What follows belongs to an exercise in optimizing a design on an open flow for small area, a short achievable clock period and few clock cycles per item; a production flow would make more cautious choices.
The RTL was checked by simulation tests, not by an equivalence proof against the original design.

==> flow/design.v, too long to show whole: its modules and the start of the top module <==
// module tpaq_hasher: 146 lines
// module mul_c: 489 lines
// module mul_cm: 192 lines
// module mul_k1_0: 570 lines
// module mul_k2_0: 486 lines
// module mul_k1_1: 162 lines
// module mul_k2_1: 486 lines
// module mul_k1_2: 375 lines
// module mul_k2_2: 486 lines
// module mul_k1_3: 573 lines
// module mul_k2_3: 489 lines
// module mul_k1_4: 573 lines
// module mul_k2_4: 489 lines
// module mul_k1_5: 576 lines
// module mul_k2_5: 489 lines
// module mul_k1_6: 576 lines
// module mul_k2_6: 489 lines
// module hash_h: 415 lines
module tpaq_hasher (
    input  wire         clk,
    input  wire         rst,
    input  wire         in_valid,
    output wire         in_ready,
    input  wire         in_op,
    input  wire [149:0] in_data,
    output reg          out_valid,
    output reg          out_err,
    output reg  [223:0] out_ctx,
    output reg  [31:0]  out_c4,
    output reg  [23:0]  out_h
);
  // ...
==> flow/flow/run.sh <==
#!/bin/bash
# Standard layout, with one netlist pass between synthesis and floorplan:
# flow/invpush.py removes the inverters that synthesis leaves between full
# adders (a full adder is self-dual, so it can take its inputs inverted and
# give its outputs inverted instead). Registers and all else stay as the
# standard synthesis made them.
set -euo pipefail
R=orfs/results/${FLOW_PLATFORM}/tpaq_hasher/base
bash standard.sh synth > synth.log 2>&1
cp "$R/1_2_yosys.v" "$R/1_2_yosys_std.v"
python3 flow/invpush.py "$R/1_2_yosys_std.v" "$R/1_2_yosys.v" > invpush.log 2>&1
rm -f "$R/1_synth.odb" "$R/1_synth.sdc"
bash standard.sh synth > synth_odb.log 2>&1
bash standard.sh finish > layout.log 2>&1
==> flow/flow/invpush.py <==
#!/usr/bin/env python3
"""Inverter pushing on a flat gate-level netlist (Yosys output, sky130hd).

A full adder is self-dual: FA(~a, ~b, ~c) = (~sum, ~cout). Each full adder
may therefore be flipped (its inputs taken inverted and its outputs read
inverted) without changing the function. This pass removes the inverters
between cells, picks for every full adder whether to flip it so that as few
signals as possible need an inverted copy, and puts back one inverter per
signal that still needs one. Flip-flops, ports and other cells are untouched.

usage: invpush.py IN.v OUT.v
"""
import re, sys
from collections import defaultdict

src = open(sys.argv[1]).read()

cell_re = re.compile(r'^(\s*)(sky130_fd_sc_hd__(\w+))\s+(\\\S+ |\S+)\s*\((.*?)\);\n', re.S | re.M)
pin_re = re.compile(r'\.(\w+)\(\s*(.*?)\s*\)(?=\s*,|\s*$)', re.S)

OUT_PINS = {"X", "Y", "Q", "Q_N", "SUM", "COUT", "HI", "LO", "GCLK"}

cells = []
for m in cell_re.finditer(src):
    typ = m.group(3)
    name = m.group(4)
    pins = []
    for pm in pin_re.finditer(m.group(5)):
        pins.append([pm.group(1), pm.group(2).strip()])
    cells.append({"span": m.span(), "type": typ, "name": name, "pins": pins, "indent": m.group(1)})

# nets used outside cells: ports and assigns
mod = re.search(r'module\s+(\S+)\s*\((.*?)\);', src, re.S)
ports = set()
for decl in re.finditer(r'^\s*(input|output|inout)\s+(?:wire\s+)?(\[\d+:\d+\]\s*)?(\\\S+ |[\w$]+)\s*;', src, re.M):
    ports.add(decl.group(3).strip())
assign_text = " ".join(re.findall(r'^\s*assign\s+(.*?);', src, re.M | re.S))

def base(net):
    n = net.strip()
    if n.startswith("\\"):
        return n.split(" ")[0]
    return re.sub(r'\s*\[\d+\]$', '', n)

def fixed_net(net):
    b = base(net)
    return b in ports or (b and b in assign_text)

driver = {}
for ci, c in enumerate(cells):
    for p, n in c["pins"]:
        if p in OUT_PINS:
            driver[n] = (ci, p)

def is_inv(c): return c["type"].startswith("inv_") or c["type"].startswith("clkinv_")
def is_fa(c): return c["type"].startswith("fa_")

removable = set()
for ci, c in enumerate(cells):
    if is_inv(c):
        out = [n for p, n in c["pins"] if p == "Y"][0]
        if not fixed_net(out):
            removable.add(ci)

memo = {}
def resolve(n):
    if n in memo: return memo[n]
    d = driver.get(n)
    if d is not None and d[0] in removable:
        a = [x for p, x in cells[d[0]]["pins"] if p == "A"][0]
        r, q = resolve(a)
        res = (r, q ^ 1)
    else:
        res = (n, 0)
    memo[n] = res
    return res

# consumers of each root: list of (cell index or None, required parity)
cons = defaultdict(list)
for ci, c in enumerate(cells):
    if ci in removable: continue
    for k, (p, n) in enumerate(c["pins"]):
        if p in OUT_PINS: continue
        if n.startswith("1'b") or n == "": continue
        r, q = resolve(n)
        cons[r].append((ci, q, k))
# nets read by ports/assigns through a removable inverter cannot occur (fixed_net);
# nets read directly keep parity 0 and are not touched.

flip = [0] * len(cells)
fa_out_roots = {}
for ci, c in enumerate(cells):
    if is_fa(c):
        fa_out_roots[ci] = [n for p, n in c["pins"] if p in ("SUM", "COUT")]

def phys(r):
    d = driver.get(r)
    if d is not None and is_fa(cells[d[0]]):
        return flip[d[0]]
    return 0

def cost(r):
    ph = phys(r)
    for ci, q, k in cons[r]:
        need = q ^ (flip[ci] if is_fa(cells[ci]) else 0)
        if need != ph:
            return 1
    return 0

def affected(ci):
    rs = set(fa_out_roots[ci])
    for p, n in cells[ci]["pins"]:
        if p not in OUT_PINS and not n.startswith("1'b"):
            rs.add(resolve(n)[0])
    return rs

before = sum(cost(r) for r in list(cons))
changed = True
passes = 0
while changed and passes < 50:
    changed = False
    passes += 1
    for ci in fa_out_roots:
        rs = affected(ci)
        c0 = sum(cost(r) for r in rs)
        flip[ci] ^= 1
        c1 = sum(cost(r) for r in rs)
        if c1 < c0:
            changed = True
        else:
            flip[ci] ^= 1
after = sum(cost(r) for r in list(cons))

# rewrite
newinv = {}
decls = []
invs = []
def inv_of(r):
    if r not in newinv:
        k = len(newinv)
        w = f"_ipn{k}_"
        newinv[r] = w
        decls.append(f"  wire {w};\n")
        ra = r + " " if r.startswith("\\") else r
        invs.append(f"  sky130_fd_sc_hd__inv_1 _ipi{k}_ (\n    .A({ra}),\n    .Y({w})\n  );\n")
    return newinv[r]

for ci, c in enumerate(cells):
    if ci in removable: continue
    for k, (p, n) in enumerate(c["pins"]):
        if p in OUT_PINS or n.startswith("1'b") or n == "": continue
        r, q = resolve(n)
        need = q ^ (flip[ci] if is_fa(c) else 0)
        c["pins"][k][1] = r if need == phys(r) else inv_of(r)

out = []
pos = 0
for ci, c in enumerate(cells):
    s, e = c["span"]
    out.append(src[pos:s])
    pos = e
    if ci in removable: continue
    ind = c["indent"]
    body = ",\n".join(f"    .{p}({n} )" if n.startswith("\\") else f"    .{p}({n})" for p, n in c["pins"])
    out.append(f"{ind}sky130_fd_sc_hd__{c['type']} {c['name']} (\n{body}\n  );\n")
tail = src[pos:]
endpos = tail.rfind("endmodule")
out.append(tail[:endpos])
out.extend(decls)
out.extend(invs)
out.append(tail[endpos:])
open(sys.argv[2], "w").write("".join(out))
ninv = sum(1 for c in cells if is_inv(c))
print(f"invpush: {len(fa_out_roots)} full adders, {sum(flip)} flipped, "
      f"inverters {ninv} -> {ninv - len(removable) + len(newinv)} ({passes} passes)", file=sys.stderr)
==> flow/standard.sh <==
#!/bin/bash
# synth_recipe.tcl (not shown) runs the flow's synth.tcl, then flattens the netlist and writes it again
# the make line also repeats each setting of config.mk as NAME=value (left out here)
make -C /OpenROAD-flow-scripts/flow DESIGN_CONFIG=/design/flow/config.mk WORK_HOME=/design/flow/orfs CLKGATE_MAP_FILE= SYNTH_SCRIPT=/design/flow/synth_recipe.tcl "${@:-finish}"
==> flow/config.mk <==
export PLATFORM = sky130hd
export DESIGN_NAME = tpaq_hasher
export DESIGN_NICKNAME = tpaq_hasher
export VERILOG_FILES = /design/flow/design.v
export SDC_FILE = /design/flow/constraint.sdc
export NUM_CORES = 4
export LEC_CHECK = 0
export CAP_MARGIN = 20
export CORE_MARGIN = 2
export CORE_UTILIZATION = 40
export SLEW_MARGIN = 20
==> flow/constraint.sdc <==
create_clock -name core_clock -period 28.0 [get_ports {clk}]
set_input_delay 5.6000 -clock core_clock [delete_from_list [all_inputs] [get_ports {clk}]]
set_output_delay 5.6000 -clock core_clock [all_outputs]
set_load 0.01 [all_outputs]
==> results by group, run 1 <==
Timing
  • Count of final max-slew check failures: 0
  • Worst path setup slack after routing: 19240 ps
  • Setup Viol. Count Final: 0

Cells and area
  • Commonest non-fill, non-tap cell in the layout: fa_1
  • Top flop regs: out_ctx x224, t_b x200
  • Max reg flops: 224
  • Register area: 0.0172 mm^2
  • Final Util: 45.0%
  • Clock buffer cells: 130
  • Most frequent cells in the layout: fa_1 (2304), inv_1 (1344), xnor2_1 (1025), ha_1 (981), dfxtp_1 (855)

Die
  • N_taps: 3705
  • I/O pin cnt: 437
  • DIE AREA: 0.281 mm^2

Setup path
  • Crit start category: primary input
  • Maximum fanout along the worst path: 107
  • CP cell instances: clkdlybuf4s50_1, inv_1, a31oi_4, buf_4, buf_4, nor2_1, a211oi_1
  • Endpoint type of the worst setup path: flip-flop
  • Worst Setup SP: in_valid

Route
  • Post-DR vias/cell: 5.23
  • Antenna Nets Post-Route: 0
  • DR vias: 75400
  • DR pass1 iterations: 6
  • Post-route DRC violation count: 0
  • Wirelength per Cell: 22.7 um

Flow run
  • Maxcap violations: 0

Global routing
  • Global-route met2 utilization: 39.0%
  • First-pass GRT wire length: 508 mm
  • Vias in the first global route: 83500
  • Layer with the highest usage: met2
  • Met3 usage: 4.34%

Clock network
  • Cts hold-fix bufs: 0
  • Root buffer cell: clkbuf_16
  • Post-CTS resize count: 0
  • H-tree Lvls: 3

Min path
  • Worst hold start: h_b[9]
  • Hold Path Sink: out_h[9]
  • Worst min path class: flip-flop to flip-flop

Status
  • Status: timing/DRC/antenna clean
Testbench counts, summed over its fixed seeds: cycles 32,024, items 32,000.
==> inputs of run 2 (changes only) <==
==> flow/run.sh (new file) <==
#!/bin/bash
# synth_recipe.tcl (not shown) runs the flow's synth.tcl, then flattens the netlist and writes it again
# the make line also repeats each setting of config.mk as NAME=value (left out here)
make -C /OpenROAD-flow-scripts/flow DESIGN_CONFIG=/design/flow/config.mk WORK_HOME=/design/flow/orfs CLKGATE_MAP_FILE= SYNTH_SCRIPT=/design/flow/synth_recipe.tcl finish
removed: flow/flow/run.sh
removed: flow/flow/invpush.py
removed: flow/standard.sh
==> results by group, run 2 <==
Cells and area
  • Proportion of layout cells with a drive suffix above 1: 3.59% (was 4.05%)
  • Max reg flops: 224 (unchanged)
  • Fin nets: 15400 (was 14100)
  • Commonest non-fill, non-tap cell in the layout: inv_1 (was fa_1)
  • Syn-to-layout area delta: 11.4% (was 12.1%)
  • Biggest register: out_ctx (unchanged)
  • Multi-input logic area: 0.0881 mm^2 (about the same)
  • Filler Cell Count: 27700 (was 25500)
  • Top flop regs: out_ctx x224, t_b x200 (unchanged)
  • Register area: 0.0172 mm^2 (unchanged)
  • Most frequent cells in the layout: inv_1 (2732), fa_1 (2304), xnor2_1 (1027), ha_1 (981), dfxtp_1 (855) (was fa_1 (2304), inv_1 (1344), xnor2_1 (1025), ha_1 (981), dfxtp_1 (855))

Timing
  • Clock skew: 60.4 ps (was 111 ps)
  • Hold Vio Cnt, Final: 0 (unchanged)
  • Setup TNS: 0 ps (unchanged)
  • Setup Viol. Count Final: 0 (unchanged)
  • FMAX: 0.121 GHz (was 0.114 GHz)
  • Worst path setup slack after routing: 19710 ps (was 19240 ps)
  • Max transition margin: 26.2% (was 25.6%)
  • Count of final max-slew check failures: 0 (unchanged)
  • Worst slew pin tran: 1110 ps (was 1120 ps)
  • Final worst path period need: 8290 ps (was 8760 ps)
  • RSZ-0062 raised after global routing: no (unchanged)
  • Final clock period utilization by the worst path: 29.6% (was 31.3%)

Clock network
  • Total setup buffers inserted after CTS: 0 (unchanged)
  • Clock sink total: 858 (unchanged)
  • Cts hold-fix bufs: 0 (unchanged)
  • Buffer depth of the longest clock path: 4 (unchanged)
  • Root buffer cell: clkbuf_16 (unchanged)
  • H-tree Lvls: 3 (unchanged)
  • CTS clk-pin slew, worst paths: 60 ps (about the same)
  • Post-CTS resize count: 0 (unchanged)
  • CTS buffer count: 111 (was 109)
  • CTS tree: yes (unchanged)
  • Clk Latency, worst-skew pair: 890 ps (about the same)

Placed design
  • Place WS: 18890 ps (was 18430 ps)
  • Hpwl dp: 270 mm (was 272 mm)
  • Placer Congestion: 0.942 (was 0.948)
  • IO buf count: 435 (unchanged)

Setup path
  • Maximum fanout along the worst path: 110 (was 107)
  • Crit-path most repeated cell: buf_4 (unchanged)
  • Crit start category: primary input (unchanged)
  • Endpoint type of the worst setup path: flip-flop (unchanged)
  • Crit path DAT: 9050 ps (was 9550 ps)
  • WP buf/inv: 4 (unchanged)
  • CP cell instances: clkdlybuf4s50_1, inv_1, a31oi_4, buf_4, buf_4, nor2_1, a211oi_1 (unchanged)
  • CP delay by family, top: buffers and inverters (unchanged)
  • Worst path max stage delay: 950 ps (was 1000 ps)
  • Critical Path RT: 28750 ps (was 28790 ps)
  • Critical-path top delay cell: clkdlybuf4s50_1 (unchanged)
  • Critical path class: primary input to flip-flop (unchanged)

Logic synthesis
  • Syn avg cell area: 10.1 um^2 (was 11.0 um^2)
  • Most frequent cell after synthesis: inv_1
  • EDFF count, synth: 0
  • Mapped Nets: 14900 (was 13500)
  • Post-Syn Area: 0.116 mm^2 (was 0.111 mm^2)
  • Top post-synthesis cells by area: fa_1 (40%), dfxtp_1 (15%), ha_1 (11%), inv_1 (8.8%), xnor2_1 (7.8%)
  • Yosys warning count: 1 (unchanged)
  • Yosys reg bits: 858
  • Async set or reset register ratio after synthesis: 0%
  • Synth Instances: 11500 (was 10100)
  • Share of the synthesized area in the top cell type: 39.7%
  • Cell variety after synth: 105
  • Ys flop type: dfxtp_1
  • Register area share after synthesis: 14.8%
  • Synth cell count leaders: inv_1 (2732), fa_1 (2304), xnor2_1 (1030), ha_1 (981), dfxtp_1 (858)
  • Area leader, netlist: fa_1

Die
  • Die height: 543 um (was 531 um)
  • Initial Utilization: 40.3% (was 40.2%)
  • Die Wd: 543 um (was 531 um)
  • # rows: 197 (was 193)
  • I/O pin cnt: 437 (unchanged)
  • Core region area: 0.288 mm^2 (was 0.276 mm^2)
  • DIE AREA: 0.295 mm^2 (was 0.281 mm^2)

Route
  • Post-DR vias/cell: 4.98 (was 5.23)
  • 1st-iter DRT viols: 5045 (was 5158)
  • Wirelength per Cell: 20.5 um (was 22.7 um)
  • DR vias: 79100 (was 75400)
  • Post-Route WL: 325 mm (was 328 mm)
  • DR pass1 iterations: 8 (was 6)
  • Antenna Nets Post-Route: 0 (unchanged)
  • Post-route DRC violation count: 0 (unchanged)

Global routing
  • Pin count of the biggest net entering global routing: 111 (was 108)
  • Initial antenna violation count: 7 (was 25)
  • GRT Total Usage: 22.5% (was 23.7%)
  • Remaining Overflow, GRT: 0 (unchanged)
  • Vias in the first global route: 83700 (was 83500)
  • First-pass GRT wire length: 505 mm (was 508 mm)

Min path
  • Worst min path class: flip-flop to flip-flop (unchanged)

Flow run
  • Maxcap violations: 0 (unchanged)

Status
  • Status: timing/DRC/antenna clean (unchanged)
run 2: final timing paths:
check,start,endpoint,slack [ps],cells past startpoint
worst max-delay path,in_valid,c8[30],19710,7
worst min-delay path,c4_b[27],out_c4[27],320,0
worst max register to register,text,x6_a[27],20300,23
worst min register to register,c4_b[27],out_c4[27],320,0
run 2: final cells by class:
class	count	share of cell area (%)
inverters	2741	7.95
well taps	3781	3.66
clock buffers	130	2.30
repair buffers	566	4.13
clock inverters	71	0.615
flip-flops and latches	858	13.3
multi-input cells	7727	68.1
diodes	3	0.00580
run 2: layer usage:
layer	share of wire, %	global-route usage [%]	vias up
li1	-	-	36500
met4	2.7	5.67	8
met5	0.016	0	-
met1	45	31.4	39700
met2	46	36.1	2437
met3	6.7	3.66	408
run 2: through the flow:
stage,instances,instance area (um^2),util (%),hold WS [ps]
after global placement,15700,126000,43.5,311
after detailed placement,15700,126000,43.6,312
after global routing,15900,129000,44.9,314
final,15900,129000,44.9,321
after floorplan,11500,116000,-,310
after CTS,15900,129000,44.9,312
run 2: logic make-up (layout without fill, tap and decap cells):
kind of cell               count (synthesis)  after routing  synth area share, %
adders and majority gates               3305           3305                 50.5
buffers and inverters                   2921           3508                 9.48
muxes                                     76             76                0.682
AOI/OAI and AO/OA                       1611           1611                 8.88
other                                      1              4              0.00323
DFF                                      858            858                 14.8
and+or+nand+nor                         1429           1429                 5.78
xor gates and xnor gates                1305           1305                 9.93

port drivers added, routing unchanged:
No port has a modelled driver above. Below, the same layouts with a new extraction and two added sets of constraints. Step 1: set_driving_cell puts a clkbuf_16 on clk and a buf_2 on each other input, an assumption about the parent block. Step 2 times the ports against the registers' clock, not the clock port: input delays grow and output delays shrink by t, the midpoint of the rising clock arrivals with the driver on. Three values: no drivers, after step 1, after step 2; two values: the first two.
run | shift t [ns] | slack for setup (ns) | worst setup path at the end | worst register clock-pin slew, ns
run 1 | 0.924 | 19.240 / 19.300 / 18.376 | input to register | 0.08 / 0.08
run 2 | 0.966 | 19.709 / 19.766 / 18.800 | input to register | 0.07 / 0.07
After both steps setup and hold are still met in every run listed. The setup slack of run 2, which loses most, moves by +0.057 ns with the drivers and by -0.909 ns with both steps.
